Source: an optimization exercise on an open RTL-to-GDS flow (aim: small area, a short achievable clock period and few clock cycles per item). Production flows keep margins and buffers that such runs may drop. For this run, only the layout was checked, not whether the RTL still works. Power figures rest on the tool's default switching activity, not on a simulated workload.

--- design/flow/run.sh ---
#!/bin/bash
# synth_recipe.tcl (not shown) runs the flow's synth.tcl, then flattens the netlist and writes it again
# the make line also repeats each setting of config.mk as NAME=value (left out here)
make -C /OpenROAD-flow-scripts/flow DESIGN_CONFIG=/design/flow/config.mk WORK_HOME=/design/flow/orfs CLKGATE_MAP_FILE= SYNTH_SCRIPT=/design/flow/synth_recipe.tcl finish
--- design/flow/config.mk ---
export PLATFORM = sky130hd
export DESIGN_NAME = bm_select
export DESIGN_NICKNAME = bm_select
export VERILOG_FILES = /design/flow/design.v
export SDC_FILE = /design/flow/constraint.sdc
export NUM_CORES = 4
export LEC_CHECK = 0
export CAP_MARGIN = 20
export CORE_MARGIN = 2
export CORE_UTILIZATION = 40
export SLEW_MARGIN = 20
--- design/flow/constraint.sdc ---
create_clock -name core_clock -period 12.0 [get_ports {clk}]
set_input_delay 2.4000 -clock core_clock [delete_from_list [all_inputs] [get_ports {clk}]]
set_output_delay 2.4000 -clock core_clock [all_outputs]
set_load 0.01 [all_outputs]
--- design/flow/design.v ---
module bm_select (
    input  wire        clk,
    input  wire        rst,
    input  wire [11:0] cfg_dmin,
    input  wire [31:0] cfg_tex,
    input  wire [31:0] cfg_uniq,
    input  wire        cfg_sp,
    input  wire        s_valid,
    output wire        s_ready,
    input  wire [32:0] s_cost,
    input  wire        s_eval,
    input  wire        s_last,
    input  wire [32:0] s_text,
    output wire        m_valid,
    input  wire        m_ready,
    output wire [15:0] m_disp
);
    reg  [5:0]  k;           
    reg         pend;        
    reg         mv;
    reg  [15:0] disp;
    reg         found;
    reg  [32:0] B;
    reg  [5:0]  p;
    reg         d2;          
    reg         hasF;
    reg  [32:0] F;
    reg         aok;
    reg  [33:0] A;           
    reg  [34:0] bS;          
    reg  [32:0] prev;
    reg         pe;
    reg         dvo;         
    reg  [2:0]  dcnt;
    reg  [4:0]  q;
    reg  [31:0] vsh;         
    reg  [39:0] acc;
    reg         sat;
    reg  [5:0]  mcnt;        
    reg  [11:0] dmin_r;
    reg         sp_r;
    reg         t_gt, t_eq, t_ge;
    wire bg_done = (!found || !hasF || mcnt == 6'd0) && (!dvo || dcnt == 3'd0);
    wire fin     = pend && bg_done && !mv;
    assign s_ready = !pend || fin;
    assign m_valid = mv;
    assign m_disp  = disp;
    wire fire = s_valid && s_ready;
    wire k0   = (k == 6'd0);
    wire [32:0] c    = s_cost;
    wire        fnd  = found && !k0;
    wire        nb   = s_eval && (!fnd || c < B);
    wire        isb  = fnd && !nb && !d2;
    wire        fupd = fnd && !nb && d2 && s_eval && (!hasF || c < F);
    wire        a_lt_f = A[32:0] < F;
    wire        hbit = (mcnt == 6'd7) || (mcnt == 6'd6) || (mcnt == 6'd3);   
    wire [1:0]  mdig = {1'b0, vsh[31]} + {1'b0, hbit};
    wire [41:0] madd = {1'b0, acc, 1'b0} + (mdig[1] ? {8'd0, B, 1'b0} :
                                            mdig[0] ? {9'd0, B} : 42'd0);
    wire        askip = (acc == 40'd0) && !sat && (vsh[31:24] == 8'd0) && (mcnt >= 6'd15);
    wire [33:0] alpha = A - {1'b0, B};
    wire [34:0] S     = {1'b0, A} + bS - {1'b0, B, 1'b0};
    wire [35:0] r2    = {1'b0, A, 1'b0};
    wire [35:0] rt    = r2 - {1'b0, bS};
    wire        qb    = !rt[35];
    wire [39:0] f100   = {1'b0, F, 6'd0} + {2'b0, F, 5'd0} + {5'b0, F, 2'd0};
    wire        uq     = !hasF || (!sat && (f100 > acc));
    wire        tex_ok = t_gt || (t_eq && t_ge);
    wire        pvalid = found && tex_ok && uq;
    wire [5:0]  qm     = {1'b0, q} - 6'd15;
    wire [4:0]  off    = (pvalid && dvo) ? qm[5:1] : 5'd0;
    wire [11:0] v      = dmin_r + (pvalid ? {6'd0, p} : 12'hFFF);
    wire [15:0] value  = sp_r ? ({v, 4'd0} + {{11{off[4]}}, off}) : {{4{v[11]}}, v};
    always @(posedge clk) begin
        if (rst) begin
            pend <= 1'b0;
            mv   <= 1'b0;
            k    <= 6'd0;
            mcnt <= 6'd0;
            dcnt <= 3'd0;
        end else begin
            if (fin) begin
                mv   <= 1'b1;
                disp <= value;
            end else if (m_ready)
                mv   <= 1'b0;
            if (fire && s_last)
                pend <= 1'b1;
            else if (fin)
                pend <= 1'b0;
            if (mcnt != 6'd0) begin
                if (askip) begin
                    vsh  <= {vsh[23:0], 8'd0};
                    mcnt <= mcnt - 6'd8;
                end else begin
                    vsh  <= {vsh[30:0], 1'b0};
                    mcnt <= mcnt - 6'd1;
                    acc  <= madd[39:0];
                    sat  <= sat || (madd[41:40] != 2'd0);
                end
            end
            if (dcnt == 3'd6) begin
                A    <= alpha;
                bS   <= S;
                dcnt <= 3'd5;
            end else if (dcnt != 3'd0) begin
                if (qb) A <= rt[33:0];
                else    A <= r2[33:0];
                q    <= {q[3:0], qb};
                dcnt <= dcnt - 3'd1;
            end
            if (fire) begin
                prev   <= c;
                pe     <= s_eval;
                k      <= s_last ? 6'd0 : k + 6'd1;
                dmin_r <= cfg_dmin;
                sp_r   <= cfg_sp;
                t_gt   <= s_text[32:16] >  {1'b0, cfg_tex[31:16]};
                t_eq   <= s_text[32:16] == {1'b0, cfg_tex[31:16]};
                t_ge   <= s_text[15:0]  >= cfg_tex[15:0];
                if (nb) begin
                    found <= 1'b1;
                    B     <= c;
                    p     <= k;
                    d2    <= 1'b0;
                    if (!fnd)
                        hasF <= 1'b0;
                    else if (d2) begin
                        F    <= B;
                        hasF <= 1'b1;
                    end else begin
                        if (aok && (!hasF || a_lt_f))
                            F <= A[32:0];
                        hasF <= hasF || aok;
                    end
                    A    <= {1'b0, prev};
                    aok  <= pe && !k0;
                    dvo  <= 1'b0;
                    dcnt <= 3'd0;
                    vsh  <= cfg_uniq;
                    acc  <= 40'd0;
                    sat  <= 1'b0;
                    mcnt <= 6'd32;
                end else begin
                    if (k0) begin
                        found <= 1'b0;
                        hasF  <= 1'b0;
                        aok   <= 1'b0;
                        dvo   <= 1'b0;
                        dcnt  <= 3'd0;
                    end
                    if (fnd)
                        d2 <= 1'b1;
                    if (isb) begin
                        bS <= {2'b0, c};
                        if (s_eval && aok && cfg_sp) begin
                            dvo  <= 1'b1;
                            dcnt <= 3'd6;
                        end
                    end
                    if (fupd) begin
                        F    <= c;
                        hasF <= 1'b1;
                    end
                end
            end
        end
    end
endmodule
==> run summary <==
-- routing by layer --
layer / vias to the layer above / global-route usage (%)
met4: 0 / 6.83
li1: 12500 / -
met3: 109 / 2.11
met1: 11700 / 30.3
met2: 577 / 35.1
met5: - / 0
-- logic make-up (layout without fill, tap and decap cells) --
family / count (synthesis) / in the layout / share of synthesized area [%]
AOI/OAI and AO/OA: 1012 / 1012 / 21.2
xor gates and xnor gates: 163 / 163 / 4.78
adders and majority gates: 441 / 441 / 20.2
buffers and inverters: 457 / 602 / 5.94
DFF: 307 / 307 / 30.3
muxes: 84 / 84 / 2.84
and+or+nand+nor: 936 / 936 / 14.7
-- layout by cell type, fill, tap and decap left out, types with 55 or more instances in the layout --
cell type                         Yosys  layout
sky130_fd_sc_hd__mux2i_1             78      78
sky130_fd_sc_hd__o21ai_0            242     242
sky130_fd_sc_hd__xor2_1              62      62
sky130_fd_sc_hd__fa_1                68      68
sky130_fd_sc_hd__nor3_1              55      55
sky130_fd_sc_hd__nor2_1             220     217
sky130_fd_sc_hd__clkdlybuf4s50_1      0     166
sky130_fd_sc_hd__edfxtp_1           290     290
sky130_fd_sc_hd__nand2_1            345     344
sky130_fd_sc_hd__xnor2_1            101     101
sky130_fd_sc_hd__inv_1              341     340
sky130_fd_sc_hd__nand3_1             57      57
sky130_fd_sc_hd__a21oi_1            323     323
sky130_fd_sc_hd__ha_1               373     371
sky130_fd_sc_hd__a21o_1             129     129
-- flip-flops by register name (all words and copies together), names as in the netlist, 3 cells and up --
| register | flops |
|---|---|
| vsh | 32 |
| dmin_r | 12 |
| acc | 40 |
| dcnt | 3 |
| F | 33 |
| p | 6 |
| prev | 33 |
| disp | 16 |
| bS | 35 |
| q | 5 |
| mcnt | 6 |
| A | 34 |
| k | 6 |
| B | 33 |
-- power by group through the flow --
stage | clock network (mW) | registers [mW] | logic, mW
after floorplan | 0 | 1.59 | 2.16
after global placement | 0 | 1.71 | 2.71
after detailed placement | 0 | 1.71 | 2.74
after CTS | 1.31 | 1.69 | 2.75
after global routing | 1.35 | 1.72 | 3.14
final | 1.29 | 1.69 | 2.78
-- worst max path at each step --
stage	startpoint	endpoint	slack (ns)	depth (start not counted)
final	F[0]	disp[15]	3.03	40
after global routing	F[0]	disp[15]	2.25	40
after CTS	F[0]	disp[15]	2.98	40
after detailed placement	F[0]	disp[15]	3.06	38
after global placement	F[0]	disp[15]	3.21	40
after floorplan	s_cost[26]	F[0]	1.88	11
-- final cells by class --
cell class	instances	area, um2
Clock inverter	25	313
Multi-Input combinational cell	2636	19100
Timing Repair Buffer	188	1840
Inverter	342	1290
Fill cell	7222	40300
Clock buffer	47	1060
Tap cell	969	1210
Sequential cell	307	9050
-- worst max-delay path, delay by kind of cell (launching register included) --
kind                     cells  cell delay, ns
buffers and inverters        1            0.05
XOR/XNOR                     2            0.20
flip-flops                   1            0.48
AND/OR/NAND/NOR              8            1.35
AO/OA/AOI/OAI               22            4.29
adder cells (fa/ha/maj)      7            2.33
==> run summary <==
| Result | This run |
| --- | --- |
| Max-slew headroom at the worst pin | 32.3% |
| Combinational Power Share | 48.3% |
| CTS tree | done |
| Result of the run | no timing/DRC/antenna violations |
| Number of global-route vias before repair | 24200 |
| Unique cell type count in the Yosys netlist | 88 |
| Maximum fanout along the worst path | 8 |
| Setup CP Type | register to register |
| Routed vias | 24900 |
| Most common library cells after synthesis | sky130_fd_sc_hd__ha_1 (373), sky130_fd_sc_hd__nand2_1 (345), sky130_fd_sc_hd__inv_1 (341), sky130_fd_sc_hd__a21oi_1 (323), sky130_fd_sc_hd__edfxtp_1 (290) |
| Upper clock frequency limit | 0.111 GHz |
| Area Overhead vs Synth | 13.4% |
| Endpoint of the most critical register-to-register path | disp[15] |
| Placed cell count | 4441 |
| Total routed wirelength | 84400 um |
| First-pass DRT Iterations | 5 |
| Proportion of synthesized chip area in sequential cells | 30.3% |
| RSZ-0062 raised after global routing | false |
| Launch point of the worst hold path | k[5] |
| Number of post-CTS setup repair buffers | 0 |
| Post-DR wirelength/cell | 18.7 um |
| Floorplan row count | 100 |
| Clock power share | 22.3% |
| Number of resized instances in the post-cts repair step | 0 |
| Area share of the leading cell type in the synthesized netlist | 29.1% |
| Final max-slew violation count | 0 |
| Most frequent cell after synthesis | sky130_fd_sc_hd__ha_1 |
| Syn Area/Cell | 8.79 um2 |
| Io pins | 167 |
| Hold Crit Endpoint | p[5] |
| Hold depth | 0 |
| Area after detailed placement | 32500 um2 |
| Final layout net count | 4106 |
| Cell with the largest stage delay on the worst path | sky130_fd_sc_hd__fa_1 |
| Highest routed layer | met4 |
| DRC viols | 0 |
| Count of buffers inserted at the top-level ports | 166 |
| Post-Syn Area | 29900 um2 |
| CTS root buf | sky130_fd_sc_hd__clkbuf_16 |
| Antenna violations before repair | 0 |
| Clock tree buffer depth | 3 |
| Post-route setup TNS | 0 ns |
| Design Area, Final | 33900 um2 |
| Die Ht | 277 um |
| Remaining number of nets flagged by the antenna check after routing | 0 |
| Dominant synthesized flop cell | sky130_fd_sc_hd__edfxtp_1 |
| Synthesized Nets | 3990 |
| Clock transition time at the flip-flop clock pins of the worst setup and hold paths | 0.06 ns |
| Final number of setup-violating endpoints | 0 |
| Worst Path Required | 12.30 ns |
| DP HPWL | 66300 um |
| Initial DRC count | 1668 |
| Die Outline Area | 76900 um2 |
| Core box area | 74200 um2 |
| Combined global-route utilization of all metal layers | 21.6% |
| Floorplan die width | 277 um |
| Total met2 wirelength after detailed routing | 38000 um |
| Largest net degree at the start of global routing | 84 |
| Tightest Pin Transition | 1.00 ns |
| Register-to-register path setup slack | 3.03 ns |
| Reg power frac | 29.4% |
| R2r worst-path depth | 40 |
| Async set-reset flop share out of synthesis | 0% |
| Shortest clock period the worst path allows after layout | 8.97 ns |
| Setup crit end kind | register |
| TritonCTS Buffers | 41 |
| Total power density per cell area | 170 nW/um2 |
| Crit share post-route | 74.8% |
| Share of cells above drive strength 1 | 3.81% |
| Top cells by area in the synthesized netlist | sky130_fd_sc_hd__edfxtp_1 (29%), sky130_fd_sc_hd__ha_1 (16%), sky130_fd_sc_hd__a21oi_1 (5.4%), sky130_fd_sc_hd__fa_1 (4.6%), sky130_fd_sc_hd__nand2_1 (4.3%) |
| Delay of the slowest cell on the worst path | 0.51 ns |
| Non-filler instance count after layout | 4514 |
| Synth area leader | sky130_fd_sc_hd__edfxtp_1 |
| Worst setup SP type | register |
| Clock insertion delay at the later pin of the skew report | 0.57 ns |
| Total of hold buffers inserted after clock tree synthesis | 0 |
| Worst flop-to-flop path startpoint | F[0] |
| Worst-case hold slack | 0.477 ns |
| Switching power of the nets | 2.36 mW |
| Internal Dissipation | 3.40 mW |
| Worst Slack Setup Final | 3.03 ns |
| Pre-CTS setup slack | 3.06 ns |
| Reported leakage power | 14.6 nW |
| Data arrival, critical path | 9.27 ns |
| Count of yosys warnings during synthesis | 1 |
| Congestion Overflow GR | 0 |
| Wire length the detailed router placed on met1 | 40100 um |
| Clock net sink count | 307 |
| Max rail drop VDD | 0.130 mV |
| Fraction of power spent switching nets | 41.0% |
| Via-to-Cell Ratio | 5.53 |
| Global-route wire length before repair | 133000 um |
| Synthesized instance count | 3400 |
| Last weighted congestion value of the routability-driven placer | 0.904 |
| Max Cap Viol | 0 |
| Type of the tightest min-delay check | register to register |
| Core utilization of the finished layout | 45.7% |
| Largest clock skew in the final design | 0.0217 ns |
| Total length of routed met3 wires | 3770 um |
| Post-synth EDFFs | 290 |
| Synth Register Bits | 307 |
| Number of antenna diodes | 0 |
| Hold Violations, Final | 0 |
| Total power consumption of the routed design | 5.76 mW |
| Total number of H-tree levels | 2 |
| Starting density of the core | 40.3% |

[separate check: timing with driven ports]
How much do the figures lean on ideal ports? The routed layout below was timed once more, with nothing changed but the port constraints.
Step 1: set_driving_cell puts a clkbuf_16 on clk and a buf_2 on each other input, an assumption about the parent block.
Step 2 moves the port delays by t, midway between the first and last clock arrival at a register: inputs arrive t later, outputs are due t later. That takes back most of the time a late clock gives input paths.
Slacks: ideal / step 1 / step 2; pairs: ideal / step 1.
t, ns: 0.621
setup slack, ns: 3.029 / 3.029 / 3.029
worst data-port slew with drivers (ns): 0.05
After both steps this run still meets setup and hold. The setup slack of this run moves by 0.000 ns with the drivers and by 0.000 ns with both steps.
